Background: an optimization exercise with open tools, aiming at a short achievable clock period and few clock cycles per item. Do not read the settings as production practice. At most, simulation tests tie the RTL to the original design; equivalence was not proved. No functional check of the RTL was part of runs 3 and 4.

## design/flow/run.sh

```bash
#!/bin/bash
# synth_recipe.tcl (not shown) runs the flow's synth.tcl, then flattens the netlist and writes it again
# the make line also repeats each setting of config.mk as NAME=value (left out here)
make -C /OpenROAD-flow-scripts/flow DESIGN_CONFIG=/design/flow/config.mk WORK_HOME=/design/flow/orfs CLKGATE_MAP_FILE= SYNTH_SCRIPT=/design/flow/synth_recipe.tcl finish
```

## design/flow/config.mk

```make
export PLATFORM = sky130hd
export DESIGN_NAME = ppm_core
export DESIGN_NICKNAME = ppm_core
export VERILOG_FILES = /design/flow/design.v
export SDC_FILE = /design/flow/constraint.sdc
export NUM_CORES = 4
export LEC_CHECK = 0
export ABC_CLOCK_PERIOD_IN_PS = 3000
export CAP_MARGIN = 20
export CORE_MARGIN = 2
export CORE_UTILIZATION = 40
export PLACE_DENSITY = 0.6
export SLEW_MARGIN = 20
```

## design/flow/constraint.sdc

```tcl
create_clock -name core_clock -period 15.0 [get_ports {clk}]
set_input_delay 3.0000 -clock core_clock [delete_from_list [all_inputs] [get_ports {clk}]]
set_output_delay 3.0000 -clock core_clock [all_outputs]
set_load 0.01 [all_outputs]
```

## design/flow/design.v

```verilog
module ppm_core (
    input  wire        clk,
    input  wire        rst,
    input  wire        start,
    input  wire        mode,
    input  wire [15:0] len,
    output wire        ready,
    input  wire        in_valid,
    input  wire [7:0]  in_data,
    output wire        in_ready,
    output reg         out_we,
    output reg  [18:0] out_addr,
    output reg  [7:0]  out_data,
    output wire        tbl_clr,
    output wire [11:0] tbl_raddr,
    output wire        tbl_we,
    output wire [11:0] tbl_waddr,
    output wire [7:0]  tbl_wdata,
    input  wire [7:0]  tbl_rdata,
    output wire        done,
    output wire [18:0] out_len,
    output wire [1:0]  stop
);
    localparam [63:0] MIXER = 64'hFF51AFD7ED558CCD;
    localparam [1:0] STOP_ENC_END = 2'd1;
    localparam [1:0] STOP_NO_CTRL = 2'd2;
    localparam [1:0] STOP_NO_LIT  = 2'd3;
    reg        ready_r;
    reg        done_r;
    reg        run;         
    reg        mode_r;
    reg [15:0] rem;         
    reg        in_ready_r;
    reg [1:0]  stop_r;
    reg [18:0] o_len;
    assign ready    = ready_r;
    assign done     = done_r;
    assign in_ready = in_ready_r;
    assign out_len  = o_len;
    assign stop     = stop_r;
    assign tbl_clr  = ready_r;      
    reg [7:0] fq0, fq1, fq2, fq3;
    reg [1:0] rp, wp;
    reg [2:0] cnt;
    wire [7:0] head  = (rp == 2'd0) ? fq0 : (rp == 2'd1) ? fq1 : (rp == 2'd2) ? fq2 : fq3;
    wire [1:0] rp1   = rp + 2'd1;
    wire [7:0] head1 = (rp1 == 2'd0) ? fq0 : (rp1 == 2'd1) ? fq1 : (rp1 == 2'd2) ? fq2 : fq3;
    wire       push  = in_valid && in_ready_r;
    reg [23:0] ctx;
    reg [63:0] xh;          
    wire [63:0] p0 = {56'd0, ctx[7:0]} * MIXER;
    wire [63:0] hsum = p0 + xh;
    wire [11:0] hkey = hsum[63:52];
    wire [63:0] p1 = {48'd0, ctx[7:0], 8'd0} * MIXER;
    wire [63:0] p2 = {40'd0, ctx[15:8], 16'd0} * MIXER;
    wire [63:0] xh_next = p1 + p2;
    reg [2:0] kbit;         
    reg [7:0] ctrl;         
    reg       ctrl_v;
    reg [1:0] wait_c;       
    reg       ended;        
    reg        r_v, r_hit, r_last, r_end;
    reg [11:0] key_r;
    reg [7:0]  rb;
    reg        we_r;
    assign tbl_raddr = key_r;
    assign tbl_waddr = key_r;
    assign tbl_wdata = rb;
    assign tbl_we    = we_r;
    reg        d_v, d_hit, d_last, d_end;
    reg [7:0]  d_b;
    reg        e_v, e_last, e_end;
    reg [7:0]  e_b, e_rd;
    reg [7:0]  flags;
    reg [2:0]  ebit;
    reg        dirty;       
    reg [18:0] flagpos;
    reg        pz_v;        
    reg [18:0] pz_addr;
    reg        fin;         
    reg        iss;         
    reg        iss_hit;     
    reg [7:0]  iss_b;       
    reg [1:0]  pop;
    reg        ld_ctrl;
    reg        iss_last;
    reg        end_now;
    reg        end_tok;
    reg [1:0]  end_code;
    wire       dbit     = ctrl[3'd7 - kbit];
    always @* begin
        iss = 1'b0; iss_hit = 1'b0; iss_b = head; pop = 2'd0; ld_ctrl = 1'b0;
        iss_last = 1'b0; end_now = 1'b0; end_tok = 1'b0; end_code = STOP_NO_CTRL;
        if (run && !ended) begin
            if (!mode_r) begin
                if (cnt != 3'd0) begin
                    if (!(pz_v && kbit == 3'd7)) begin
                        iss = 1'b1; pop = 2'd1;
                        iss_last = (rem == 16'd0) && (cnt == 3'd1);
                    end
                end else if (rem == 16'd0) begin
                    end_tok = 1'b1;           
                end
            end else begin
                if (!ctrl_v) begin
                    if (cnt != 3'd0) begin
                        ld_ctrl = 1'b1; pop = 2'd1;
                        if (wait_c == 2'd0) begin
                            if (head[7]) begin
                                iss = 1'b1; iss_hit = 1'b1;
                            end else if (cnt >= 3'd2) begin
                                iss = 1'b1; iss_b = head1; pop = 2'd2;
                            end
                        end
                    end else if (rem == 16'd0) begin
                        end_now = 1'b1; end_code = STOP_NO_CTRL;
                    end
                end else begin
                    if (dbit) begin
                        if (wait_c == 2'd0) begin
                            iss = 1'b1; iss_hit = 1'b1;
                        end
                    end else if (cnt != 3'd0) begin
                        if (wait_c == 2'd0) begin
                            iss = 1'b1; pop = 2'd1;
                        end
                    end else if (rem == 16'd0) begin
                        end_now = 1'b1; end_code = STOP_NO_LIT;
                    end
                end
            end
        end
    end
    wire       e_hit   = (e_rd == e_b);
    wire [7:0] e_mask  = 8'h80 >> ebit;
    wire [7:0] e_flags = e_hit ? (flags | e_mask) : flags;
    wire       e_dirty = e_hit ? 1'b0 : dirty;
    wire [18:0] o_len1 = o_len + 19'd1;
    wire [18:0] o_len2 = o_len + 19'd2;
    wire [2:0] cnt_next = cnt + {2'd0, push} - {1'b0, pop};
    wire [15:0] rem_next = rem - {15'd0, push};
    always @(posedge clk) begin
        done_r <= 1'b0;
        out_we <= 1'b0;
        we_r   <= 1'b0;
        if (rst) begin
            ready_r    <= 1'b1;
            run        <= 1'b0;
            in_ready_r <= 1'b0;
            r_v <= 1'b0; r_end <= 1'b0; r_last <= 1'b0;
            d_v <= 1'b0; d_end <= 1'b0; d_last <= 1'b0;
            e_v <= 1'b0; e_end <= 1'b0; e_last <= 1'b0;
            fin <= 1'b0;
            pz_v <= 1'b0;
            cnt <= 3'd0;
            stop_r <= 2'd0;
            o_len <= 19'd0;
        end else if (ready_r) begin
            r_v <= 1'b0; r_end <= 1'b0; r_last <= 1'b0;
            d_v <= 1'b0; d_end <= 1'b0; d_last <= 1'b0;
            e_v <= 1'b0; e_end <= 1'b0; e_last <= 1'b0;
            if (start) begin
                ready_r    <= 1'b0;
                run        <= 1'b1;
                mode_r     <= mode;
                rem        <= len;
                in_ready_r <= (len != 16'd0);
                cnt <= 3'd0; rp <= 2'd0; wp <= 2'd0;
                ctx <= 24'd0; xh <= 64'd0;
                kbit <= 3'd0; ctrl_v <= 1'b0; wait_c <= 2'd0; ended <= 1'b0;
                flags <= 8'd0; ebit <= 3'd0; dirty <= 1'b1; flagpos <= 19'd0;
                pz_v <= 1'b0; fin <= 1'b0;
                o_len <= mode ? 19'd0 : 19'd1;
            end
        end else begin
            if (push) begin
                case (wp)
                2'd0: fq0 <= in_data;
                2'd1: fq1 <= in_data;
                2'd2: fq2 <= in_data;
                default: fq3 <= in_data;
                endcase
                wp <= wp + 2'd1;
            end
            rp  <= rp + pop;
            cnt <= cnt_next;
            rem <= rem_next;
            in_ready_r <= (rem_next != 16'd0) && (cnt_next < 3'd4);
            if (wait_c != 2'd0) wait_c <= wait_c - 2'd1;
            if (ld_ctrl) begin
                ctrl <= head; ctrl_v <= 1'b1;
            end
            r_v    <= iss;
            r_hit  <= iss_hit;
            r_last <= iss_last;
            r_end  <= end_tok;
            we_r   <= iss && !iss_hit;
            if (iss) begin
                key_r <= hkey;
                xh    <= xh_next;
                rb    <= iss_b;
                if (!iss_hit) ctx <= {ctx[15:0], iss_b};
                else wait_c <= 2'd2;
                kbit  <= kbit + 3'd1;
                if (kbit == 3'd7) ctrl_v <= 1'b0;
                if (iss_last) ended <= 1'b1;
            end
            if (end_tok) ended <= 1'b1;
            if (end_now) begin
                ended  <= 1'b1;
                stop_r <= end_code;
            end
            d_v    <= r_v;
            d_hit  <= r_hit;
            d_b    <= rb;
            d_last <= r_last;
            d_end  <= r_end;
            if (mode_r) begin
                if (d_v) begin
                    out_we   <= 1'b1;
                    out_addr <= o_len;
                    out_data <= d_hit ? tbl_rdata : d_b;
                    o_len    <= o_len1;
                    if (d_hit) ctx <= {ctx[15:0], tbl_rdata};
                end
                if ((end_now || ended) && !r_v) begin
                    done_r  <= 1'b1;
                    ready_r <= 1'b1;
                    run     <= 1'b0;
                end
            end
            e_v    <= d_v && !mode_r;
            e_b    <= d_b;
            e_rd   <= tbl_rdata;
            e_last <= d_last;
            e_end  <= d_end;
            if (!mode_r) begin
                if (e_v) begin
                    out_we <= 1'b1;
                    if (e_hit) begin
                        out_addr <= flagpos;
                        out_data <= e_flags;
                    end else begin
                        out_addr <= o_len;
                        out_data <= e_b;
                    end
                    if (ebit == 3'd7) begin
                        if (e_dirty) begin
                            pz_v    <= 1'b1;
                            pz_addr <= flagpos;
                        end
                        flagpos <= e_hit ? o_len : o_len1;
                        o_len   <= e_hit ? o_len1 : o_len2;
                        flags   <= 8'd0;
                        dirty   <= 1'b1;
                    end else begin
                        flags <= e_flags;
                        dirty <= e_dirty;
                        if (!e_hit) o_len <= o_len1;
                    end
                    ebit <= ebit + 3'd1;
                    if (e_last) begin
                        if (pz_v || e_dirty || ebit == 3'd7) fin <= 1'b1;
                        else begin
                            done_r  <= 1'b1;
                            ready_r <= 1'b1;
                            run     <= 1'b0;
                            stop_r  <= STOP_ENC_END;
                        end
                    end
                end else if (e_end || fin) begin
                    out_we <= 1'b1;
                    if (pz_v) begin
                        out_addr <= pz_addr;
                        out_data <= 8'd0;
                        pz_v     <= 1'b0;
                    end else begin
                        out_addr <= flagpos;
                        out_data <= 8'd0;
                    end
                    if (!pz_v || !dirty) begin
                        fin     <= 1'b0;
                        done_r  <= 1'b1;
                        ready_r <= 1'b1;
                        run     <= 1'b0;
                        stop_r  <= STOP_ENC_END;
                    end else begin
                        fin <= 1'b1;
                    end
                end else if (pz_v) begin
                    out_we   <= 1'b1;
                    out_addr <= pz_addr;
                    out_data <= 8'd0;
                    pz_v     <= 1'b0;
                end
            end
        end
    end
endmodule
```

==> run summary, run 1 <==
status: finished clean
Slew HR: 0.310
worst setup path class: flip-flop to flip-flop
critical path's largest stage delay: 0.80 ns
Top Metal Used: met4
GRT Total Usage: 0.219
# clock sinks: 304
fillers: 8339
Setup Fix Bufs, Post-CTS: 0
drt drc: 0
Slew @ Worst Pin: 1.03 ns
total gr overflow: 0
CP most frequent cell: a21o_1
area delta synth->final: 10.3%
CP max stage cell: edfxtp_1
CTS tree: yes
max-slew violation count: 0
WP data required: 15.43 ns
number of flops mapped to enable cells by yosys: 263
Mean Syn Cell Area: 9.61 µm²
Critical Path Fanout Max: 12
clock latency at the later pin of the worst-skew pair: 0.58 ns
# resized after CTS: 0
Util after Layout: 0.444
vias per inst: 5.42
CTS Hold Bufs: 0
post-route setup TNS: 0 ns
Core Footprint: 86600 µm²
crit share post-route: 0.568
number of global-route vias before repair: 26188
Num CTS Buffers: 37
RSZ-0062 raised after global routing: no
Max-Cap Viols: 0
final RePlAce weighted congestion: 0.951
WHS: 0.430 ns
# rows: 108
fin nets: 4454
CTS Root Cell: clkbuf_16
leading area contributor after synthesis: edfxtp_1
top post-synthesis cells by area: edfxtp_1 (23%), fa_1 (20%), ha_1 (14%)
# diodes: 0
ys async rst share: 0
Vias: 26337
met1 WL: 45800 µm
WL met3: 4270 µm
Initial Utilization: 0.402
syn nets: 4401
Synth Instances: 3627
layout cells sized above 1: 0.0421
fmax: 117 MHz
PortBufs: 122
met2 WL: 45700 µm
Die Span Y: 299 µm
Mapped Area: 34900 µm²
Routed WL: 98100 µm
CP Launch Type: flip-flop
Yosys Warn Count: 1
maximum root-to-sink buffer count: 3
post-route ant nets: 0
CTS H-tree depth: 2
initial antenna violation count: 0
Worst-path clk slew: 0.06 ns
Seq/Total Area, Yosys: 0.250
CP endpoint kind: flip-flop
synthesis-stage register bit count: 304
type of the worst min-delay path: flip-flop to flip-flop
Pre-antenna DRT Iters: 6
# IOs: 123
Layout Skew: 0.0218 ns
CP Data Arrival Time: 8.96 ns
Yosys top cell area share: 0.227
crit path time final: 8.53 ns
die area: 89500 µm²
drt wl/cell: 20.2 µm
Top FF cell, synth: edfxtp_1
first-pass GRT wire length: 153000 µm
Iter 0 DRT Violations: 2152
Post-DP HPWL: 78900 µm
pin count of the biggest net entering global routing: 76
Die X: 299 µm
final setup vio count: 0
Synth cell types: 83
Final Hold Vio Count: 0
-- final timing paths --
path,slack [ns],end,cells after the start,from
worst max-delay path,6.47,xh[63],28,ctx[6]
worst min-delay path,0.43,e_end,1,d_end
worst max register to register,6.47,xh[63],28,ctx[6]
worst min register to register,0.43,e_end,1,d_end
-- per-stage QoR --
step / area [µm²] / worst slack (ns) / cells
after floorplan: 34900 / 6.24 / 3627
after global placement: 37200 / 6.70 / 4796
after detailed placement: 37200 / 6.68 / 4796
after CTS: 38400 / 6.64 / 4863
after global routing: 38400 / 6.02 / 4863
final: 38400 / 6.47 / 4863
-- worst max-delay path: cells and delay by family, from the launching register on --
family,cells,cell delay (ns)
and+or+nand+nor,3,0.76
DFF,1,0.80
adders and majority gates,6,3.14
xor gates and xnor gates,1,0.19
buffers and inverters,2,0.37
AOI/OAI and AO/OA,16,3.11
-- per-layer routing --
layer  vias up  track usage
met1     12932        0.313
met4         0       0.0545
met2       657        0.356
li1      12625            -
met5         -            0
met3       123       0.0203
-- final cells by class --
class,count,area (µm²),area share
tap,1155,1450,0.0376
inverter,528,1980,0.0516
multi-input combinational,2655,23600,0.614
timing repair buffer,154,1460,0.0380
sequential,304,8720,0.227
clock inverter,21,226,0.00589
clock buffer,46,1010,0.0263
-- state kept, by name (all words and copies together), names as in the netlist, 12 cells and up --
| name | count |
|---|---|
| xh | 56 |
| out_addr | 19 |
| rem | 16 |
| ctx | 16 |
| flagpos | 19 |
| pz_addr | 19 |
| o_len | 19 |
| key_r | 12 |
-- cell usage after synthesis, drive strengths merged, types with 15 or more instances --
| master | number |
|---|---|
| o21bai | 25 |
| and2 | 38 |
| and3 | 33 |
| or3 | 22 |
| nor2 | 232 |
| ha | 397 |
| buf | 35 |
| nand3 | 74 |
| inv | 528 |
| mux4 | 18 |
| dfxtp | 41 |
| o21ai | 186 |
| mux2i | 44 |
| nand2b | 25 |
| a21oi | 230 |
| nand4 | 30 |
| edfxtp | 263 |
| a21o | 123 |
| xnor2 | 119 |
| fa | 340 |
| o21a | 24 |
| clkbuf | 105 |
| xor2 | 67 |
| a211oi | 39 |
| nand2 | 263 |
| nor2b | 36 |
| nor3 | 45 |
| a31oi | 32 |
| nor4 | 15 |
-- placed cells by master (no fill, tap or decap), types with 14 or more instances in the layout --
cell type,netlist,final
a211oi_1,36,36
fa_1,340,340
and2_1,37,37
nor2_1,232,230
nand3_1,74,74
and3_1,32,32
a31oi_1,31,31
mux2i_1,44,44
nand2_1,263,263
mux4_2,18,18
nor2b_1,36,36
a21oi_1,229,228
o21a_1,24,23
nand4_1,30,30
or3_1,22,22
dfxtp_1,41,40
nor3_1,45,45
a21o_1,123,123
inv_1,528,526
ha_1,397,397
nand2b_1,25,25
nor4_1,14,14
clkdlybuf4s50_1,0,122
edfxtp_1,263,263
o21bai_1,25,25
buf_4,13,32
xnor2_1,119,119
xor2_1,67,67
o21ai_0,176,176
clkbuf_16,0,38
-- logic make-up after synthesis --
kind of cell	synth area share
AND/OR/NAND/NOR	0.113
AO/OA/AOI/OAI	0.151
adder cells (fa/ha/maj)	0.338
buffers and inverters	0.0736
flip-flops	0.250
XOR/XNOR	0.0467
multiplexers	0.0278
Testbench counts, summed over its fixed seeds: cycles 64,731, bytes 34,146.
==> inputs of run 2 (changes only) <==
--- a/design/flow/config.mk
+++ b/design/flow/config.mk
@@ -7,3 +7,2 @@
 export LEC_CHECK = 0
-export ABC_CLOCK_PERIOD_IN_PS = 3000
 export CAP_MARGIN = 20
==> run summary, run 2 <==
status: finished clean
max-slew violation count: 0 (unchanged)
critical path's largest stage delay: 0.80 ns (about the same)
most common cell after layout, fill and taps aside: inv_1
Placed Cells: 4796 (unchanged)
fin nets: 4454 (unchanged)
clock latency at the later pin of the worst-skew pair: 0.58 ns (about the same)
Initial Utilization: 0.402 (unchanged)
Layout Skew: 0.0218 ns (unchanged)
# clock sinks: 304 (unchanged)
CP top delay family: adder cells
Worst Path Buf+Inv: 2 (unchanged)
number of flops mapped to enable cells by yosys: 263 (unchanged)
worst r2r src: ctx[6]
Synth Instances: 3627 (unchanged)
leading area contributor after synthesis: edfxtp_1
die area: 89500 µm² (unchanged)
maximum root-to-sink buffer count: 3 (unchanged)
Slew @ Worst Pin: 1.03 ns (unchanged)
Critical Path Fanout Max: 12 (unchanged)
PnR worst setup slack: 6.47 ns (unchanged)
Num CTS Buffers: 37 (unchanged)
top post-synthesis cells by area: edfxtp_1 (23%), fa_1 (20%), ha_1 (14%)
first-pass GRT wire length: 153000 µm (unchanged)
number of global-route vias before repair: 26188 (unchanged)
CP endpoint kind: flip-flop
Setup Fix Bufs, Post-CTS: 0 (unchanged)
CP max stage cell: edfxtp_1
Routed WL: 98100 µm (unchanged)
post-route setup TNS: 0 ns (unchanged)
post-route ant nets: 0 (unchanged)
crit path time final: 8.53 ns (unchanged)
# rows: 108 (unchanged)
worst setup path class: flip-flop to flip-flop
Hold Crit Start: d_end
Worst Reg-to-Reg Cells: 28 (unchanged)
Max-Cap Viols: 0 (unchanged)
CP Data Arrival Time: 8.96 ns (about the same)
# resized after CTS: 0 (unchanged)
# IOs: 123 (unchanged)
layout cells sized above 1: 0.0421 (unchanged)
Worst-path clk slew: 0.06 ns (about the same)
drt wl/cell: 20.2 µm (unchanged)
CTS H-tree depth: 2 (unchanged)
syn nets: 4401 (unchanged)
CTS Root Cell: clkbuf_16
total gr overflow: 0 (unchanged)
Post-DP HPWL: 78900 µm (unchanged)
top cells by count, synth: inv_1 (528), ha_1 (397), fa_1 (340), edfxtp_1 (263), nand2_1 (263)
largest register by flop count: xh
Mapped Area: 34900 µm² (unchanged)
Non-Filler Instances: 4863 (unchanged)
drt drc: 0 (unchanged)
synthesis-stage register bit count: 304 (unchanged)
Final Hold Vio Count: 0 (unchanged)
most frequent cell after synthesis: inv_1
max reg flops: 56 (unchanged)
Pre-antenna DRT Iters: 6 (unchanged)
type of the worst min-delay path: flip-flop to flip-flop
area delta synth->final: 10.3% (unchanged)
Top FF cell, synth: edfxtp_1
CP Launch Type: flip-flop
GRT Total Usage: 0.219 (unchanged)
Synth cell types: 83 (unchanged)
hold path depth: 1 (unchanged)
Worst setup startpoint: ctx[6]
CTS tree: yes
Yosys top cell area share: 0.227 (unchanged)
ys async rst share: 0 (unchanged)
CTS Hold Bufs: 0 (unchanged)
Slew HR: 0.310 (unchanged)
final setup vio count: 0 (unchanged)
final RePlAce weighted congestion: 0.951 (unchanged)
WP depth: 28 (unchanged)
# diodes: 0 (unchanged)
Die Span Y: 299 µm (unchanged)
CP most frequent cell: a21o_1
Mean Syn Cell Area: 9.61 µm² (unchanged)
commonest cells after routing, fill and taps aside: inv_1 (526), ha_1 (397), fa_1 (340)
fmax: 117 MHz (unchanged)
Seq/Total Area, Yosys: 0.250 (unchanged)
Yosys Warn Count: 1 (unchanged)
Iter 0 DRT Violations: 2152 (unchanged)
Core Footprint: 86600 µm² (unchanged)
Die X: 299 µm (unchanged)
Vias: 26337 (unchanged)
WP data required: 15.43 ns (about the same)
flop2flop setup slack: 6.47 ns (about the same)
pre-CTS setup slack: 6.68 ns (unchanged)
crit share post-route: 0.568 (unchanged)
initial antenna violation count: 0 (unchanged)
PortBufs: 122 (unchanged)
RSZ-0062 raised after global routing: no
pin count of the biggest net entering global routing: 76 (unchanged)
vias per inst: 5.42 (unchanged)
==> run 2: metrics by stage <==
| step | area (µm²) | hold WS [ns] | utilization |
|---|---|---|---|
| 2_1_floorplan | 34900 | 0.400 | - |
| 3_3_place_gp | 37200 | 0.402 | 0.430 |
| 3_5_place_dp | 37200 | 0.416 | 0.430 |
| 4_1_cts | 38400 | 0.431 | 0.444 |
| 5_1_grt | 38400 | 0.438 | 0.444 |
| 6_report | 38400 | 0.430 | 0.444 |
==> run 2: area by class of cell <==
type	count	area (µm²)
fillers	8339	48200
clock inverters	21	226
clock buffers	46	1010
inverters	528	1980
repair buffers	154	1460
well taps	1155	1450
multi-input cells	2655	23600
flip-flops and latches	304	8720
==> run 2: routing by layer <==
layer	vias to the layer above	part of all wire	track usage
li1	12625	-	-
met1	12932	0.47	0.313
met2	657	0.47	0.356
met3	123	0.043	0.0203
met4	0	0.024	0.0545
met5	-	0	0
==> run 2: path summary, 6_finish.rpt <==
kind            end
max          xh[63]
min           e_end
max reg2reg  xh[63]
min reg2reg   e_end
==> run 2: cells by family (layout without fill, tap and decap cells) <==
| kind of cell | Yosys count | in the layout | share of synthesized area |
|---|---|---|---|
| AND/OR/NAND/NOR | 845 | 845 | 0.113 |
| AO/OA/AOI/OAI | 814 | 814 | 0.151 |
| adder cells (fa/ha/maj) | 737 | 737 | 0.338 |
| buffers and inverters | 668 | 749 | 0.0736 |
| flip-flops | 304 | 304 | 0.250 |
| XOR/XNOR | 186 | 186 | 0.0467 |
| multiplexers | 73 | 73 | 0.0278 |
==> run 2: worst register-to-register path, delay by kind of cell (launching register included) <==
| family | cells | cell delay, ns |
|---|---|---|
| buffers and inverters | 2 | 0.38 |
| AND/OR/NAND/NOR | 3 | 0.76 |
| XOR/XNOR | 1 | 0.19 |
| adder cells (fa/ha/maj) | 6 | 3.15 |
| flip-flops | 1 | 0.80 |
| AO/OA/AOI/OAI | 16 | 3.12 |
==> inputs of run 3 (changes only) <==
--- a/design/flow/design.v
+++ b/design/flow/design.v
@@ -27,2 +27,178 @@
     localparam [1:0] STOP_NO_LIT  = 2'd3;
+    localparam [1023:0] PLT = {
+        16'hfffe,
+        16'hfffe,
+        16'hfffe,
+        16'hfffe,
+        16'h0ffe,
+        16'hf03e,
+        16'h71c6,
+        16'hb6da,
+        16'h9b6c,
+        16'hd25a,
+        16'h64cc,
+        16'h56aa,
+        16'h83e0,
+        16'h7318,
+        16'h4ad4,
+        16'he38e,
+        16'h6c92,
+        16'ha5a4,
+        16'h3332,
+        16'h5554,
+        16'hfffe,
+        16'hfffe,
+        16'h1ffe,
+        16'he07e,
+        16'he38e,
+        16'h6c92,
+        16'ha5a4,
+        16'h3332,
+        16'h5554,
+        16'hfffe,
+        16'hfffe,
+        16'h3ffe,
+        16'hc07e,
+        16'hc78e,
+        16'hd9b2,
+        16'h4ad4,
+        16'he38e,
+        16'h2492,
+        16'h4924,
+        16'h2492,
+        16'h4924,
+        16'h2492,
+        16'h4924,
+        16'h2492,
+        16'h6924,
+        16'h4d92,
+        16'h94b4,
+        16'hce66,
+        16'h56aa,
+        16'h83e0,
+        16'h6318,
+        16'h5294,
+        16'h18c6,
+        16'h294a,
+        16'h6318,
+        16'h5294,
+        16'h18c6,
+        16'h294a,
+        16'h6318,
+        16'h5294,
+        16'h39c6,
+        16'h5a5a,
+        16'hcccc,
+        16'haaaa
+    };
+    function [63:0] plmul;
+        input [3:0] n;
+        integer j;
+        begin
+            for (j = 0; j < 64; j = j + 1)
+                plmul[j] = PLT[16 * j + n];
+        end
+    endfunction
+    localparam [1023:0] PHT = {
+        16'h0ffe,
+        16'hf03e,
+        16'h71c6,
+        16'hb6da,
+        16'h9b6c,
+        16'hd25a,
+        16'h64cc,
+        16'h56aa,
+        16'h83e0,
+        16'h7318,
+        16'h4ad4,
+        16'he38e,
+        16'h6c92,
+        16'ha5a4,
+        16'h3332,
+        16'h5554,
+        16'hfffe,
+        16'hfffe,
+        16'h1ffe,
+        16'he07e,
+        16'he38e,
+        16'h6c92,
+        16'ha5a4,
+        16'h3332,
+        16'h5554,
+        16'hfffe,
+        16'hfffe,
+        16'h3ffe,
+        16'hc07e,
+        16'hc78e,
+        16'hd9b2,
+        16'h4ad4,
+        16'he38e,
+        16'h2492,
+        16'h4924,
+        16'h2492,
+        16'h4924,
+        16'h2492,
+        16'h4924,
+        16'h2492,
+        16'h6924,
+        16'h4d92,
+        16'h94b4,
+        16'hce66,
+        16'h56aa,
+        16'h83e0,
+        16'h6318,
+        16'h5294,
+        16'h18c6,
+        16'h294a,
+        16'h6318,
+        16'h5294,
+        16'h18c6,
+        16'h294a,
+        16'h6318,
+        16'h5294,
+        16'h39c6,
+        16'h5a5a,
+        16'hcccc,
+        16'haaaa,
+        16'h0000,
+        16'h0000,
+        16'h0000,
+        16'h0000
+    };
+    function [63:0] phmul;
+        input [3:0] n;
+        integer j;
+        begin
+            for (j = 0; j < 64; j = j + 1)
+                phmul[j] = PHT[16 * j + n];
+        end
+    endfunction
+    function [63:0] ksadd;
+        input [63:0] a;
+        input [63:0] b;
+        reg   [63:0] g, p, gn, pn;
+        integer i, d;
+        begin
+            g = a & b;
+            p = a ^ b;
+            for (d = 1; d < 64; d = d * 2) begin
+                gn = g; pn = p;
+                for (i = d; i < 64; i = i + 1) begin
+                    gn[i] = g[i] | (p[i] & g[i - d]);
+                    pn[i] = p[i] & p[i - d];
+                end
+                g = gn; p = pn;
+            end
+            ksadd = a ^ b ^ {g[62:0], 1'b0};
+        end
+    endfunction
+    function [63:0] add3;
+        input [63:0] a;
+        input [63:0] b;
+        input [63:0] c;
+        begin
+            add3 = ksadd(a ^ b ^ c, {((a & b) | (a & c) | (b & c)), 1'b0});
+        end
+    endfunction
+    reg        rst_q;       
     reg        ready_r;
@@ -48,10 +224,10 @@
     wire       push  = in_valid && in_ready_r;
-    reg [23:0] ctx;
+    reg [63:0] pl, ph;      
     reg [63:0] xh;          
-    wire [63:0] p0 = {56'd0, ctx[7:0]} * MIXER;
-    wire [63:0] hsum = p0 + xh;
-    wire [11:0] hkey = hsum[63:52];
-    wire [63:0] p1 = {48'd0, ctx[7:0], 8'd0} * MIXER;
-    wire [63:0] p2 = {40'd0, ctx[15:8], 16'd0} * MIXER;
-    wire [63:0] xh_next = p1 + p2;
+    reg [63:0] zh;          
+    wire [63:0] hsum    = add3(pl, ph, xh);
+    wire [11:0] hkey    = hsum[63:52];
+    wire [63:0] xh_next = add3({pl[55:0], 8'd0}, {ph[55:0], 8'd0}, zh);
+    wire [63:0] pfull   = ksadd(pl, ph);
+    wire [63:0] zh_next = {pfull[47:0], 16'd0};
     reg [2:0] kbit;         
@@ -142,2 +318,3 @@
     always @(posedge clk) begin
+        rst_q  <= rst;
         done_r <= 1'b0;
@@ -145,4 +322,4 @@
         we_r   <= 1'b0;
-        if (rst) begin
-            ready_r    <= 1'b1;
+        if (rst_q) begin
+            ready_r    <= 1'b0;
             run        <= 1'b0;
@@ -157,3 +334,3 @@
             o_len <= 19'd0;
-        end else if (ready_r) begin
+        end else if (!run) begin
             r_v <= 1'b0; r_end <= 1'b0; r_last <= 1'b0;
@@ -161,14 +338,15 @@
             e_v <= 1'b0; e_end <= 1'b0; e_last <= 1'b0;
-            if (start) begin
+            cnt <= 3'd0; rp <= 2'd0; wp <= 2'd0;
+            pl <= 64'd0; ph <= 64'd0; xh <= 64'd0; zh <= 64'd0;
+            kbit <= 3'd0; ctrl_v <= 1'b0; wait_c <= 2'd0; ended <= 1'b0;
+            flags <= 8'd0; ebit <= 3'd0; dirty <= 1'b1; flagpos <= 19'd0;
+            pz_v <= 1'b0; fin <= 1'b0;
+            o_len <= {18'd0, ~mode};    
+            mode_r <= mode;
+            rem    <= len;
+            ready_r <= 1'b1;
+            if (ready_r && start) begin
                 ready_r    <= 1'b0;
                 run        <= 1'b1;
-                mode_r     <= mode;
-                rem        <= len;
                 in_ready_r <= (len != 16'd0);
-                cnt <= 3'd0; rp <= 2'd0; wp <= 2'd0;
-                ctx <= 24'd0; xh <= 64'd0;
-                kbit <= 3'd0; ctrl_v <= 1'b0; wait_c <= 2'd0; ended <= 1'b0;
-                flags <= 8'd0; ebit <= 3'd0; dirty <= 1'b1; flagpos <= 19'd0;
-                pz_v <= 1'b0; fin <= 1'b0;
-                o_len <= mode ? 19'd0 : 19'd1;
             end
@@ -200,5 +378,10 @@
                 xh    <= xh_next;
+                zh    <= zh_next;
                 rb    <= iss_b;
-                if (!iss_hit) ctx <= {ctx[15:0], iss_b};
-                else wait_c <= 2'd2;
+                if (!iss_hit) begin
+                    pl <= plmul(iss_b[3:0]);
+                    ph <= phmul(iss_b[7:4]);
+                end else begin
+                    wait_c <= 2'd2;
+                end
                 kbit  <= kbit + 3'd1;
@@ -223,3 +406,6 @@
                     o_len    <= o_len1;
-                    if (d_hit) ctx <= {ctx[15:0], tbl_rdata};
+                    if (d_hit) begin
+                        pl <= plmul(tbl_rdata[3:0]);
+                        ph <= phmul(tbl_rdata[7:4]);
+                    end
                 end
==> design/flow/flow/run.sh (new file) <==
#!/bin/bash
# The standard layout, with timing repair asked to leave a larger setup margin
# at the design's own clock period and constraints.
set -euo pipefail
bash standard.sh SETUP_SLACK_MARGIN=11 finish > make_finish.log 2>&1
==> design/flow/standard.sh (new file) <==
#!/bin/bash
# synth_recipe.tcl (not shown) runs the flow's synth.tcl, then flattens the netlist and writes it again
# the make line also repeats each setting of config.mk as NAME=value (left out here)
make -C /OpenROAD-flow-scripts/flow DESIGN_CONFIG=/design/flow/config.mk WORK_HOME=/design/flow/orfs CLKGATE_MAP_FILE= SYNTH_SCRIPT=/design/flow/synth_recipe.tcl "${@:-finish}"
--- a/design/flow/config.mk
+++ b/design/flow/config.mk
@@ -9,4 +9,4 @@
 export CORE_MARGIN = 2
-export CORE_UTILIZATION = 40
-export PLACE_DENSITY = 0.6
+export CORE_UTILIZATION = 35
+export PLACE_DENSITY = 0.55
 export SLEW_MARGIN = 20
removed: design/flow/run.sh
==> run summary, run 3 <==
WL met3: 8530 µm (+100%)
area delta synth->final: 22.6%
most common cell after layout, fill and taps aside: edfxtp_1
PnR worst setup slack: 10.68 ns (+4.20 ns)
number of global-route vias before repair: 27032 (+3.2%)
# IOs: 123 (unchanged)
most frequent cell after synthesis: edfxtp_1
Top Metal Used: met4
leading area contributor after synthesis: edfxtp_1
vias per inst: 5.81 (+7.3%)
final setup vio count: 0 (unchanged)
syn nets: 3826 (-13%)
crit share post-route: 0.288 (-0.280)
CTS Hold Bufs: 0 (unchanged)
drt drc: 0 (unchanged)
Synth Instances: 3471 (-4.3%)
Register Area: 13600 µm² (+56%)
fin nets: 4046 (-9.2%)
Non-Filler Instances: 5000 (+2.8%)
total gr overflow: 0 (unchanged)
CTS H-tree depth: 2 (unchanged)
final RePlAce weighted congestion: 0.901 (-5.3%)
status: finished clean
pre-CTS setup slack: 9.06 ns (+2.39 ns)
Vias: 29057 (+10%)
number of flops mapped to enable cells by yosys: 421 (+60%)
Seq/Total Area, Yosys: 0.404 (+0.153)
Die Span Y: 313 µm (+4.6%)
clock latency at the later pin of the worst-skew pair: 0.64 ns (+0.06 ns)
initial antenna violation count: 2 (+2)
Worst-path clk slew: 0.06 ns (about the same)
Slew @ Worst Pin: 1.21 ns (+0.175 ns)
worst setup path class: flip-flop to output port
Initial Utilization: 0.352 (-0.0503)
met1 WL: 54200 µm (+18%)
CP max stage cell: edfxtp_1
fillers: 9075 (+8.8%)
WP data required: 12.00 ns (-3.43 ns)
post-placement cell area: 36100 µm² (-2.9%)
biggest regs: ph (64), pl (64), xh (54)
area occupied by multi-input gates: 20400 µm² (-14%)
pin count of the biggest net entering global routing: 76 (unchanged)
first-pass GRT wire length: 176000 µm (+15%)
# rows: 113 (+4.6%)
Critical Path Fanout Max: 2 (-10)
ys async rst share: 0 (unchanged)
drt wl/cell: 23.8 µm (+18%)
RSZ-0062 raised after global routing: yes
Mean Syn Cell Area: 9.63 µm² (+0.15%)
GRT Total Usage: 0.235 (+0.0166)
final instance area: 41000 µm² (+6.5%)
Routed WL: 119000 µm (+21%)
Post-DP HPWL: 81000 µm (+2.7%)
post-route setup TNS: 0 ns (unchanged)
met2 WL: 52800 µm (+16%)
die area: 98000 µm² (+9.4%)
top cells by count, synth: edfxtp_1 (421), a21oi_1 (377), nor2_1 (366), nand2_1 (354), ha_1 (209)
Iter 0 DRT Violations: 3264 (+52%)
synthesis-stage register bit count: 463 (+52%)
Synth cell types: 86 (+3.6%)
crit path time final: 4.32 ns (-4.20 ns)
max-slew violation count: 0 (unchanged)
commonest cells after routing, fill and taps aside: edfxtp_1 (421), a21oi_1 (340), nand2_1 (339)
Yosys top cell area share: 0.378 (+0.152)
Layout Skew: 0.0223 ns (+0.000538 ns)
PortBufs: 122 (unchanged)
layout cells sized above 1: 0.205 (+0.163)
CTS Root Cell: clkbuf_16
Final Hold Vio Count: 0 (unchanged)
top post-synthesis cells by area: edfxtp_1 (38%), ha_1 (7.8%), fa_1 (6.5%)
type of the worst min-delay path: flip-flop to flip-flop
Util after Layout: 0.432 (-0.0122)
Max-Cap Viols: 0 (unchanged)
maximum root-to-sink buffer count: 3 (unchanged)
post-route ant nets: 0 (unchanged)
Placed Cells: 4678 (-2.5%)
Num CTS Buffers: 54 (+46%)
Core Footprint: 94900 µm² (+9.5%)
CP Data Arrival Time: 1.32 ns (-7.64 ns)
sequence of cells on the critical path: buf_2
Worst Path Buf+Inv: 1 (-1)
Top FF cell, synth: edfxtp_1
Pre-antenna DRT Iters: 5 (-1)
CP Launch Type: flip-flop
fmax: 231 MHz (+97%)
critical path's largest stage delay: 0.49 ns (-0.31 ns)
CTS tree: yes
Die X: 313 µm (+4.6%)
CP top delay family: flip-flops
# clock sinks: 463 (+52%)
Slew HR: 0.191 (-0.119)
Mapped Area: 33400 µm² (-4.2%)
CP endpoint kind: output port
Yosys Warn Count: 1 (unchanged)
-- run 3: cell count changes after synthesis, sizes merged, moves of 42 or more --
cell / change
clkbuf: +57
nor2: +136
a211oi: +42
ha: -188
fa: -231
a21oi: +150
edfxtp: +158
nand2: +91
inv: -456
-- run 3: worst paths after layout --
path,from,to,slack (ns),depth (start not counted)
max,rb[3],tbl_wdata[3],10.68,1
min,r_hit,d_hit,0.42,0
max reg2reg,ph[8],xh[62],11.03,13
min reg2reg,r_hit,d_hit,0.42,0
-- run 3: layout make-up --
class                   count  share of cell area
diodes                      2            0.000122
clock buffers              63              0.0343
clock inverters            35              0.0101
inverters                  76             0.00852
multi-input cells        2716               0.498
flip-flops and latches    463               0.331
well taps                1265              0.0387
repair buffers            380              0.0786
-- run 3: logic make-up after synthesis --
logic type | Yosys count | synth area share
mux | 67 | 0.0214
simple gates | 1078 | 0.146
buf+inv | 297 | 0.0361
fa+ha+maj | 318 | 0.144
compound gates | 1079 | 0.205
xor+xnor | 169 | 0.0445
flops | 463 | 0.404
-- run 3: per-layer routing --
metal  global-route usage  vias up
met1                0.345    14447
met3               0.0304      175
met4               0.0704        0
met5                    0        -
met2                0.362     1151
li1                     -    13284
-- run 3: repair_timing --
action                     in CTS  in global routing
buffers inserted              140                 75
setup endpoints to repair     272                304
gates cloned                    5                  2
pin swaps                      51                 60
resized for setup             617                155
-- run 3: stage by stage --
step	hold WS, ns
3_3_place_gp	0.403
2_1_floorplan	0.400
6_report	0.420
3_5_place_dp	0.405
4_1_cts	0.419
5_1_grt	0.430
==> inputs of run 4 (changes only) <==
--- a/design/flow/config.mk
+++ b/design/flow/config.mk
@@ -9,4 +9,4 @@
 export CORE_MARGIN = 2
-export CORE_UTILIZATION = 35
-export PLACE_DENSITY = 0.55
+export CORE_UTILIZATION = 25
+export PLACE_DENSITY = 0.45
 export SLEW_MARGIN = 20
==> run summary, run 4 <==
status: finished clean
Die Span Y: 370 µm (+18%)
initial antenna violation count: 0 (-2)
CTS tree: yes
# IOs: 123 (unchanged)
drt wl/cell: 23.2 µm (-2.7%)
die area: 137000 µm² (+39%)
final RePlAce weighted congestion: 0.868 (-3.6%)
top cells by count, synth: edfxtp_1 (421), a21oi_1 (377), nor2_1 (366), nand2_1 (354), ha_1 (209)
biggest regs: ph (64), pl (64), xh (54)
most frequent cell after synthesis: edfxtp_1
Num CTS Buffers: 57 (+5.6%)
worst setup path class: flip-flop to output port
Critical Path Fanout Max: 2 (unchanged)
Final Hold Vio Count: 0 (unchanged)
crit share post-route: 0.294 (+0.00559)
RSZ-0062 raised after global routing: yes
Hold Crit Start: r_hit
type of the worst min-delay path: flip-flop to flip-flop
Max-Cap Viols: 0 (unchanged)
# clock sinks: 463 (unchanged)
Seq/Total Area, Yosys: 0.404 (unchanged)
area delta synth->final: 26.6%
M2 GR Usage: 0.278 (-0.0837)
PortBufs: 122 (unchanged)
Worst Path Buf+Inv: 1 (unchanged)
Vias: 28707 (-1.2%)
Slew HR: 0.335 (+0.144)
worst r2r src: ph[13]
critical path's largest stage delay: 0.54 ns (+0.05 ns)
Worst setup startpoint: rb[7]
post-route ant nets: 0 (unchanged)
WHS: 0.422 ns (+0.00245 ns)
first-pass GRT wire length: 186000 µm (+5.8%)
Slew @ Worst Pin: 0.994 ns (-0.215 ns)
drt drc: 0 (unchanged)
clock latency at the later pin of the worst-skew pair: 0.68 ns (+0.04 ns)
Placed Cells: 5184 (+11%)
post-route setup TNS: 0 ns (unchanged)
Worst-path clk slew: 0.06 ns (about the same)
Most Used Layer, Global Route: met2
Top FF cell, synth: edfxtp_1
Mean Syn Cell Area: 9.63 µm² (unchanged)
GR Util met1: 0.266 (-0.0787)
Die X: 370 µm (+18%)
fin nets: 4066 (+0.49%)
Post-DP HPWL: 87900 µm (+8.5%)
final setup vio count: 0 (unchanged)
crit path time final: 4.41 ns (+0.0839 ns)
CTS Hold Bufs: 0 (unchanged)
CP max stage cell: edfxtp_1
layout cells sized above 1: 0.219 (+0.0135)
Yosys top cell area share: 0.378 (unchanged)
WP data required: 12.00 ns (about the same)
met3 Usage GRT: 0.0229 (-0.00758)
CP Data Arrival Time: 1.41 ns (+0.09 ns)
Initial Utilization: 0.251 (-0.101)
Yosys Warn Count: 1 (unchanged)
Pre-antenna DRT Iters: 6 (+1)
number of global-route vias before repair: 27405 (+1.4%)
maximum root-to-sink buffer count: 3 (unchanged)
Util after Layout: 0.318 (-0.114)
CP top delay family: flip-flops
number of flops mapped to enable cells by yosys: 421 (unchanged)
Core Footprint: 133000 µm² (+40%)
fmax: 227 MHz (-1.9%)
syn nets: 3826 (unchanged)
CP endpoint kind: output port
# rows: 134 (+19%)
CTS H-tree depth: 2 (unchanged)
Synth cell types: 86 (unchanged)
Layout Skew: 0.0379 ns (+0.0156 ns)
total gr overflow: 0 (unchanged)
CP Launch Type: flip-flop
max-slew violation count: 0 (unchanged)
Mapped Area: 33400 µm² (unchanged)
top post-synthesis cells by area: edfxtp_1 (38%), ha_1 (7.8%), fa_1 (6.5%)
ys async rst share: 0 (unchanged)
Non-Filler Instances: 5527 (+11%)
commonest cells after routing, fill and taps aside: edfxtp_1 (421), nor2_1 (339), nand2_1 (337)
leading area contributor after synthesis: edfxtp_1
synthesis-stage register bit count: 463 (unchanged)
CTS Root Cell: clkbuf_16
Synth Instances: 3471 (unchanged)
Iter 0 DRT Violations: 2645 (-19%)
pin count of the biggest net entering global routing: 83 (+9.2%)
Routed WL: 128000 µm (+7.6%)
GRT Total Usage: 0.181 (-0.0545)
sequence of cells on the critical path: buf_2
fillers: 13831 (+52%)
most common cell after layout, fill and taps aside: edfxtp_1
vias per inst: 5.19 (-11%)
==> run 4: repair_timing <==
action	CTS	global route
setup buffers	161	66
setup endpoints to repair	324	235
gates resized for setup	665	165
pin swaps	55	81
cloned	6	3
==> run 4: path summary, 6_finish.rpt <==
path / cells past startpoint / slack, ns / endpoint
worst max-delay path: 1 / 10.59 / tbl_wdata[7]
worst min-delay path: 0 / 0.42 / d_hit
worst max register to register: 16 / 11.08 / xh[63]
worst min register to register: 0 / 0.42 / d_hit
==> run 4: cell families (layout without fill, tap and decap cells) <==
family          Yosys count  count (layout)  synth area share
simple gates           1078            1080             0.146
flops                   463             463             0.404
compound gates         1079            1081             0.205
other cells               0               1                 0
buf+inv                 297             580            0.0361
mux                      67              67            0.0214
fa+ha+maj               318             318             0.144
xor+xnor                169             169            0.0445
==> run 4: final cells by class <==
cell class | instances | area (µm²) | area share
Clock inverter | 23 | 267 | 0.00630
Antenna cell | 1 | 2.50 | 0.0000592
Clock buffer | 83 | 1650 | 0.0389
Inverter | 76 | 353 | 0.00834
Tap cell | 1768 | 2210 | 0.0523
Timing Repair Buffer | 398 | 3500 | 0.0829
Sequential cell | 463 | 13600 | 0.321
Multi-Input combinational cell | 2715 | 20700 | 0.490
==> run 4: routing by layer <==
| layer | wire length (µm) | share of wire |
|---|---|---|
| met5 | 0 | 0 |
| met2 | 56300 | 0.44 |
| met3 | 7340 | 0.057 |
| met4 | 3490 | 0.027 |
| met1 | 61100 | 0.48 |
==> run 4: stage by stage <==
| stage | cell area, µm² | setup slack [ns] |
|---|---|---|
| detailed placement | 36800 | 8.95 |
| CTS | 40900 | 10.54 |
| finish | 42300 | 10.59 |
| floorplan | 34300 | 10.42 |
| global placement | 36800 | 9.00 |
| global route | 42300 | 10.55 |
==> inputs of run 5 (changes only) <==
--- a/design/flow/design.v
+++ b/design/flow/design.v
@@ -253,4 +253,6 @@
     reg [18:0] flagpos;
-    reg        pz_v;        
-    reg [18:0] pz_addr;
+    reg [26:0] cq0, cq1, cq2, cq3;
+    reg [1:0]  cq_h, cq_t;
+    reg [2:0]  cq_n;
+    wire [26:0] cq_head = (cq_h == 2'd0) ? cq0 : (cq_h == 2'd1) ? cq1 : (cq_h == 2'd2) ? cq2 : cq3;
     reg        fin;         
@@ -272,3 +274,3 @@
                 if (cnt != 3'd0) begin
-                    if (!(pz_v && kbit == 3'd7)) begin
+                    if (!(cq_n == 3'd4 && kbit == 3'd7)) begin
                         iss = 1'b1; pop = 2'd1;
@@ -312,3 +314,6 @@
     wire [7:0] e_flags = e_hit ? (flags | e_mask) : flags;
-    wire       e_dirty = e_hit ? 1'b0 : dirty;
+    wire       e_qdeq  = e_hit && (cq_n != 3'd0);           
+    wire       e_dirty = e_hit ? e_qdeq : dirty;              
+    wire       e_qenq  = (ebit == 3'd7) && e_dirty;
+    wire [2:0] e_qn    = cq_n + {2'd0, e_qenq} - {2'd0, e_qdeq};
     wire [18:0] o_len1 = o_len + 19'd1;
@@ -330,3 +335,3 @@
             fin <= 1'b0;
-            pz_v <= 1'b0;
+            cq_n <= 3'd0;
             cnt <= 3'd0;
@@ -342,3 +347,3 @@
             flags <= 8'd0; ebit <= 3'd0; dirty <= 1'b1; flagpos <= 19'd0;
-            pz_v <= 1'b0; fin <= 1'b0;
+            cq_n <= 3'd0; cq_h <= 2'd0; cq_t <= 2'd0; fin <= 1'b0;
             o_len <= {18'd0, ~mode};    
@@ -425,14 +430,24 @@
                     out_we <= 1'b1;
-                    if (e_hit) begin
-                        out_addr <= flagpos;
-                        out_data <= e_flags;
-                    end else begin
+                    if (!e_hit) begin
                         out_addr <= o_len;
                         out_data <= e_b;
+                    end else if (e_qdeq) begin
+                        out_addr <= cq_head[26:8];
+                        out_data <= cq_head[7:0];
+                    end else begin
+                        out_addr <= flagpos;
+                        out_data <= e_flags;
+                    end
+                    if (e_qdeq) cq_h <= cq_h + 2'd1;
+                    if (e_qenq) begin
+                        case (cq_t)
+                        2'd0: cq0 <= {flagpos, e_flags};
+                        2'd1: cq1 <= {flagpos, e_flags};
+                        2'd2: cq2 <= {flagpos, e_flags};
+                        default: cq3 <= {flagpos, e_flags};
+                        endcase
+                        cq_t <= cq_t + 2'd1;
                     end
+                    cq_n <= e_qn;
                     if (ebit == 3'd7) begin
-                        if (e_dirty) begin
-                            pz_v    <= 1'b1;
-                            pz_addr <= flagpos;
-                        end
                         flagpos <= e_hit ? o_len : o_len1;
@@ -448,3 +463,3 @@
                     if (e_last) begin
-                        if (pz_v || e_dirty || ebit == 3'd7) fin <= 1'b1;
+                        if (e_qn != 3'd0 || e_dirty || ebit == 3'd7) fin <= 1'b1;
                         else begin
@@ -456,13 +471,9 @@
                     end
-                end else if (e_end || fin) begin
-                    out_we <= 1'b1;
-                    if (pz_v) begin
-                        out_addr <= pz_addr;
-                        out_data <= 8'd0;
-                        pz_v     <= 1'b0;
-                    end else begin
-                        out_addr <= flagpos;
-                        out_data <= 8'd0;
-                    end
-                    if (!pz_v || !dirty) begin
+                end else if (cq_n != 3'd0) begin
+                    out_we   <= 1'b1;
+                    out_addr <= cq_head[26:8];
+                    out_data <= cq_head[7:0];
+                    cq_h     <= cq_h + 2'd1;
+                    cq_n     <= cq_n - 3'd1;
+                    if (fin && cq_n == 3'd1 && !dirty) begin
                         fin     <= 1'b0;
@@ -472,10 +483,21 @@
                         stop_r  <= STOP_ENC_END;
-                    end else begin
-                        fin <= 1'b1;
                     end
-                end else if (pz_v) begin
+                end else if (dirty) begin
                     out_we   <= 1'b1;
-                    out_addr <= pz_addr;
-                    out_data <= 8'd0;
-                    pz_v     <= 1'b0;
+                    out_addr <= flagpos;
+                    out_data <= flags;
+                    dirty    <= 1'b0;
+                    if (e_end || fin) begin
+                        fin     <= 1'b0;
+                        done_r  <= 1'b1;
+                        ready_r <= 1'b1;
+                        run     <= 1'b0;
+                        stop_r  <= STOP_ENC_END;
+                    end
+                end else if (e_end || fin) begin
+                    fin     <= 1'b0;
+                    done_r  <= 1'b1;
+                    ready_r <= 1'b1;
+                    run     <= 1'b0;
+                    stop_r  <= STOP_ENC_END;
                 end
--- a/design/flow/config.mk
+++ b/design/flow/config.mk
@@ -9,4 +9,4 @@
 export CORE_MARGIN = 2
-export CORE_UTILIZATION = 25
-export PLACE_DENSITY = 0.45
+export CORE_UTILIZATION = 35
+export PLACE_DENSITY = 0.55
 export SLEW_MARGIN = 20
==> run summary, run 5 <==
status: finished clean
Final Hold Vio Count: 0 (unchanged)
Mean Syn Cell Area: 9.98 µm² (+3.7%)
synthesis-stage register bit count: 558 (+21%)
CTS tree: yes
Post-DP HPWL: 85900 µm (-2.3%)
number of flops mapped to enable cells by yosys: 514 (+22%)
maximum root-to-sink buffer count: 3 (unchanged)
Vias: 31220 (+8.8%)
# diodes: 0 (-1)
Worst Path Buf+Inv: 1 (unchanged)
total gr overflow: 0 (unchanged)
RSZ-0062 raised after global routing: yes
first-pass GRT wire length: 190000 µm (+2.1%)
sequence of cells on the critical path: buf_2
Pre-antenna DRT Iters: 5 (-1)
fillers: 10173 (-26%)
most frequent cell after synthesis: edfxtp_1
CP endpoint kind: output port
area delta synth->final: 21.6%
CP top delay family: flip-flops
Top Metal Used: met5
pin count of the biggest net entering global routing: 72 (-13%)
CTS Root Cell: clkbuf_16
# IOs: 123 (unchanged)
post-placement cell area: 40700 µm² (+11%)
final instance area: 45900 µm² (+8.6%)
Worst-path clk slew: 0.06 ns (about the same)
post-route ant nets: 0 (unchanged)
Yosys top cell area share: 0.409 (+0.0302)
met2 WL: 58600 µm (+4.1%)
crit path time final: 4.39 ns (-0.0177 ns)
met1 WL: 55200 µm (-9.5%)
Layout Skew: 0.0545 ns (+0.0166 ns)
Slew HR: 0.304 (-0.0304)
drt wl/cell: 23.1 µm (-0.38%)
Mapped Area: 37800 µm² (+13%)
syn nets: 4154 (+8.6%)
Iter 0 DRT Violations: 2965 (+12%)
top cells by count, synth: edfxtp_1 (514), a21oi_1 (442), nand2_1 (393), nor2_1 (385), ha_1 (221)
top post-synthesis cells by area: edfxtp_1 (41%), ha_1 (7.3%), a21oi_1 (5.9%)
PortBufs: 122 (unchanged)
Yosys Warn Count: 1 (unchanged)
most common cell after layout, fill and taps aside: edfxtp_1
clock latency at the later pin of the worst-skew pair: 0.64 ns (-0.04 ns)
final setup vio count: 0 (unchanged)
Synth cell types: 95 (+10%)
WP data required: 12.00 ns (about the same)
die area: 111000 µm² (-19%)
number of global-route vias before repair: 29574 (+7.9%)
CTS Hold Bufs: 0 (unchanged)
WHS: 0.419 ns (-0.00350 ns)
max-slew violation count: 0 (unchanged)
layout cells sized above 1: 0.202 (-0.0166)
Routed WL: 126000 µm (-1.3%)
GRT Total Usage: 0.223 (+0.0421)
commonest cells after routing, fill and taps aside: edfxtp_1 (514), a21oi_1 (408), nand2_1 (372)
CP Launch Type: flip-flop
vias per inst: 5.70 (+9.8%)
worst setup path class: flip-flop to output port
CTS H-tree depth: 3 (+1)
post-route setup TNS: 0 ns (unchanged)
Critical Path Fanout Max: 2 (unchanged)
final RePlAce weighted congestion: 0.897 (+3.3%)
Core Footprint: 107000 µm² (-20%)
# clock sinks: 558 (+21%)
WL met3: 8760 µm (+19%)
CP Data Arrival Time: 1.39 ns (-0.02 ns)
Num CTS Buffers: 68 (+19%)
Non-Filler Instances: 5474 (-0.96%)
flop2flop setup slack: 10.96 ns (-0.12 ns)
ys async rst share: 0 (unchanged)
Placed Cells: 5128 (-1.1%)
Initial Utilization: 0.353 (+0.102)
crit share post-route: 0.293 (-0.00118)
leading area contributor after synthesis: edfxtp_1
Die Span Y: 333 µm (-10%)
initial antenna violation count: 4 (+4)
Seq/Total Area, Yosys: 0.432 (+0.0283)
Slew @ Worst Pin: 1.04 ns (+0.0493 ns)
fmax: 228 MHz (+0.40%)
Max-Cap Viols: 0 (unchanged)
# rows: 120 (-10%)
biggest regs: ph (64), pl (64), xh (54)
Top FF cell, synth: edfxtp_1
drt drc: 0 (unchanged)
critical path's largest stage delay: 0.54 ns (about the same)
type of the worst min-delay path: flip-flop to flip-flop
Synth Instances: 3786 (+9.1%)
CP max stage cell: edfxtp_1
Die X: 333 µm (-10%)
fin nets: 4384 (+7.8%)
## run 5: cell count changes after synthesis, sizes merged, moves of 20 or more
| cell | previous run | this run |
|---|---|---|
| edfxtp | 421 | 514 |
| a21oi | 380 | 442 |
| nand2 | 354 | 393 |
| o211ai | 38 | 76 |
| a211oi | 81 | 48 |
| a21o | 109 | 84 |
| mux2i | 59 | 84 |
| a31oi | 55 | 34 |
| o21ai | 201 | 221 |
## run 5: final cells by class
| cell class | instances | area, µm² | area share |
|---|---|---|---|
| clock buffer | 94 | 1900 | 0.0413 |
| clock inverter | 31 | 398 | 0.00866 |
| inverter | 83 | 377 | 0.00820 |
| multi-input combinational | 2912 | 21800 | 0.475 |
| sequential | 558 | 16400 | 0.357 |
| tap | 1403 | 1760 | 0.0382 |
| timing repair buffer | 393 | 3270 | 0.0711 |
## run 5: final timing paths
| kind | startpoint | to | cells past startpoint |
|---|---|---|---|
| setup / recovery | rb[0] | tbl_wdata[0] | 1 |
| hold / removal | r_hit | d_hit | 0 |
| setup reg to reg | e_rd[2] | ready_r | 19 |
| hold reg to reg | r_hit | d_hit | 0 |
## run 5: metrics by stage
stage	utilization	setup WS, ns
after floorplan	-	10.54
after global placement	0.380	9.35
after detailed placement	0.380	9.25
after CTS	0.416	10.60
after global routing	0.429	10.55
final	0.429	10.61
## run 5: timing repair
| item | in CTS | in global routing |
|---|---|---|
| pin swaps | 58 | 77 |
| cloned | 3 | 1 |
| hold endpoints to repair | 0 | 0 |
| setup endpoints to repair | 341 | 232 |
| gates resized for setup | 577 | 159 |
| setup buffers | 139 | 78 |
## run 5: layer usage
layer,up-vias,track usage
met5,-,0
met2,1147,0.357
met3,193,0.0372
met4,6,0.0696
li1,14474,-
met1,15400,0.307
## run 5: logic make-up after synthesis
kind of cell | Yosys count | share of synthesized area
AOI/OAI and AO/OA | 1145 | 0.189
xor gates and xnor gates | 160 | 0.0371
adders and majority gates | 332 | 0.132
buffers and inverters | 318 | 0.0358
DFF | 558 | 0.432
muxes | 120 | 0.0392
and+or+nand+nor | 1153 | 0.136
Testbench counts of run 5, summed over its fixed seeds: cycles 63,716, bytes 34,146.
==> inputs of run 6 (changes only) <==
--- a/design/flow/design.v
+++ b/design/flow/design.v
@@ -243,3 +243,4 @@
     assign tbl_waddr = key_r;
-    assign tbl_wdata = rb;
+    reg [7:0]  wdat_r;
+    assign tbl_wdata = wdat_r;
     assign tbl_we    = we_r;
@@ -327,2 +328,6 @@
         we_r   <= 1'b0;
+        key_r    <= hkey;
+        wdat_r   <= iss_b;
+        out_addr <= o_len;
+        out_data <= d_b;
         if (rst_q) begin
@@ -381,3 +386,2 @@
             if (iss) begin
-                key_r <= hkey;
                 xh    <= xh_next;
--- a/design/flow/config.mk
+++ b/design/flow/config.mk
@@ -10,2 +10,4 @@
 export CORE_UTILIZATION = 35
+export CTS_CLUSTER_DIAMETER = 90
+export CTS_CLUSTER_SIZE = 20
 export PLACE_DENSITY = 0.55
==> run summary, run 6 <==
Synth cell types: 81 (-15%)
maximum root-to-sink buffer count: 3 (unchanged)
WP data required: 15.51 ns (+3.51 ns)
CTS Hold Bufs: 0 (unchanged)
post-route setup TNS: 0 ns (unchanged)
top post-synthesis cells by area: edfxtp_1 (39%), ha_1 (7.5%), fa_1 (6.0%)
CP endpoint kind: flip-flop
Top FF cell, synth: edfxtp_1
die area: 108000 µm² (-2.5%)
largest family of logic cells by synthesized area: compound AO/OA/AOI/OAI gates
CTS H-tree depth: 2 (-1)
crit share post-route: 0.282 (-0.0104)
Synth Area in Compound Gates: 0.190 (+0.000713)
Synth Instances: 3663 (-3.2%)
critical path's largest stage delay: 0.38 ns (-0.16 ns)
Non-Filler Instances: 5325 (-2.7%)
synthesis-stage register bit count: 566 (+1.4%)
mux contribution to synthesized area: 0.0299 (-0.00930)
Seq/Total Area, Yosys: 0.437 (+0.00509)
Worst-path clk slew: 0.09 ns (+0.03 ns)
first-pass GRT wire length: 184000 µm (-3.2%)
xor/xnor share of the synthesized area: 0.0328 (-0.00426)
number of flops mapped to enable cells by yosys: 475 (-7.6%)
PnR worst setup slack: 10.77 ns (+0.156 ns)
# IOs: 123 (unchanged)
initial antenna violation count: 3 (-1)
drt wl/cell: 23.8 µm (+3.0%)
Yosys Warn Count: 1 (unchanged)
biggest regs: ph (64), pl (64), xh (54)
type of the worst min-delay path: flip-flop to flip-flop
Placed Cells: 5009 (-2.3%)
Yosys top cell area share: 0.387 (-0.0211)
sequence of cells on the critical path: buf_6, buf_8, clkinvlp_4, ha_4, nand2b_4, o21ai_2, mux2_4, a221oi_4, o21a_1
CTS Root Cell: clkbuf_16
max-slew violation count: 0 (unchanged)
Slew HR: 0.302 (-0.00270)
total gr overflow: 0 (unchanged)
drt drc: 0 (unchanged)
status: finished clean
layout cells sized above 1: 0.224 (+0.0222)
simple-gate share of the synthesized area: 0.142 (+0.00696)
final RePlAce weighted congestion: 0.915 (+2.1%)
most frequent cell after synthesis: edfxtp_1
area delta synth->final: 22.2%
Post-DP HPWL: 85900 µm (about the same)
fmax: 236 MHz (+3.7%)
post-route ant nets: 0 (unchanged)
Worst Path Buf+Inv: 3 (+2)
syn nets: 4031 (-3.0%)
most common cell after layout, fill and taps aside: edfxtp_1
CP top delay family: compound AO/OA/AOI/OAI gates
PortBufs: 122 (unchanged)
Layout Skew: 0.0345 ns (-0.0201 ns)
# rows: 118 (-1.7%)
Max-Cap Viols: 0 (unchanged)
ys async rst share: 0 (unchanged)
Vias: 30279 (-3.0%)
clock latency at the later pin of the worst-skew pair: 0.64 ns (about the same)
GRT Total Usage: 0.225 (+0.00186)
# clock sinks: 566 (+1.4%)
Pre-antenna DRT Iters: 7 (+2)
Mean Syn Cell Area: 10.0 µm² (+0.71%)
number of global-route vias before repair: 28201 (-4.6%)
Initial Utilization: 0.354 (+0.00126)
vias per inst: 5.69 (-0.30%)
Mapped Area: 36800 µm² (-2.6%)
final setup vio count: 0 (unchanged)
Core Footprint: 104000 µm² (-2.9%)
crit path time final: 4.23 ns (-0.156 ns)
worst setup path class: input port to flip-flop
commonest cells after routing, fill and taps aside: edfxtp_1 (475), nor2_1 (366), a21oi_1 (313)
Critical Path Fanout Max: 5 (+3)
RSZ-0062 raised after global routing: yes
Final Hold Vio Count: 0 (unchanged)
Slew @ Worst Pin: 1.05 ns (+0.00405 ns)
CP Data Arrival Time: 4.74 ns (+3.35 ns)
top cells by count, synth: edfxtp_1 (475), nor2_1 (392), a21oi_1 (355), nand2_1 (296), o21ai_0 (225)
pre-CTS setup slack: 8.99 ns (-0.257 ns)
leading area contributor after synthesis: edfxtp_1
CTS tree: yes
Die X: 328 µm (-1.3%)
CP Launch Type: input port
Iter 0 DRT Violations: 2785 (-6.1%)
CP max stage cell: ha_4
Num CTS Buffers: 37 (-46%)
Routed WL: 127000 µm (+0.17%)
fin nets: 4284 (-2.3%)
Synth Area in Adders: 0.135 (+0.00319)
Die Span Y: 328 µm (-1.3%)
pin count of the biggest net entering global routing: 95 (+32%)
run 6: cell types whose count changed after synthesis, moves of 22 or more:
cell	previous run	this run
o211ai_1	76	40
o22ai_1	10	35
a21oi_1	442	355
mux2i_1	81	59
nand2b_1	24	46
a21o_1	84	118
nand2_1	393	296
dfxtp_1	44	91
xnor2_1	95	69
o21a_1	24	54
edfxtp_1	514	475
run 6: cell type report:
cell class,instances,area [µm²]
Fill cell,10002,58900
Multi-Input combinational cell,2795,21500
Sequential cell,566,16200
Timing Repair Buffer,420,3860
Tap cell,1380,1730
Clock buffer,57,1050
Inverter,96,420
Clock inverter,10,146
Antenna cell,1,2.50
run 6: what timing repair did:
action / in CTS / in global routing
pin swaps: 74 / 97
cloned: 1 / 4
resized for setup: 701 / 211
setup buffers: 151 / 92
endpoints found under the setup margin: 363 / 228
run 6: worst paths after layout:
path	startpoint	endpoint	slack, ns	cells after the start
min	rb[7]	d_b[7]	0.43	0
max	tbl_rdata[4]	ph[13]	10.77	9
max reg2reg	rp[0]	ph[58]	11.03	15
min reg2reg	rb[7]	d_b[7]	0.43	0
run 6: cell families after synthesis:
kind of cell	count (synthesis)
and+or+nand+nor	1132
AOI/OAI and AO/OA	1107
DFF	566
adders and majority gates	331
buffers and inverters	303
xor gates and xnor gates	138
muxes	86
run 6: metal layers:
layer / global-route usage / routed length, µm / vias to the layer above
li1: - / - / 14066
met1: 0.319 / 55700 / 15001
met2: 0.357 / 58400 / 1007
met3: 0.0249 / 7650 / 203
met4: 0.0755 / 4830 / 2
met5: 0 / 13 / -
run 6: stage by stage:
step / cell area, µm² / util / hold slack (ns)
after floorplan: 37700 / - / 0.400
after global placement: 40000 / 0.385 / 0.401
after detailed placement: 40000 / 0.385 / 0.406
after CTS: 43200 / 0.416 / 0.428
after global routing: 45000 / 0.433 / 0.436
final: 45000 / 0.433 / 0.426
Testbench counts of run 6, summed over its fixed seeds: cycles 63,716, bytes 34,146.

afterwards: timing with drivers on the ports:
No port has a modelled driver above. Below, the same layouts with a new extraction and two added sets of constraints. Step 1: set_driving_cell puts a clkbuf_16 on clk and a buf_2 on each other input, an assumption about the parent block. Step 2, shift: input delay + t, output delay - t, t = (earliest + latest rising clock arrival at the registers) / 2. This alone moves slack from input paths to output paths. Three values: no drivers, after step 1, after step 2; two values: the first two.
run	t, ns	setup slack, ns	latest minus earliest clock arrival (ns)	slew at the worst register clock pin (ns)	worst data-port slew with drivers (ns)
run 1	0.627	6.474 / 6.474 / 6.474	0.022 / 0.022	0.07 / 0.07	0.07
run 2	0.627	6.474 / 6.474 / 6.474	0.022 / 0.022	0.07 / 0.07	0.07
run 3	0.697	10.678 / 10.615 / 10.199	0.023 / 0.023	0.07 / 0.07	0.13
run 4	0.740	10.594 / 10.515 / 10.169	0.038 / 0.038	0.07 / 0.07	0.19
run 5	0.689	10.612 / 10.542 / 10.181	0.057 / 0.057	0.06 / 0.06	0.14
run 6	0.692	10.768 / 10.720 / 10.028	0.036 / 0.035	0.10 / 0.10	0.11
After both steps setup and hold are still met in every run listed. The setup slack of run 6, which loses most, moves by -0.048 ns with the drivers and by -0.740 ns with both steps.
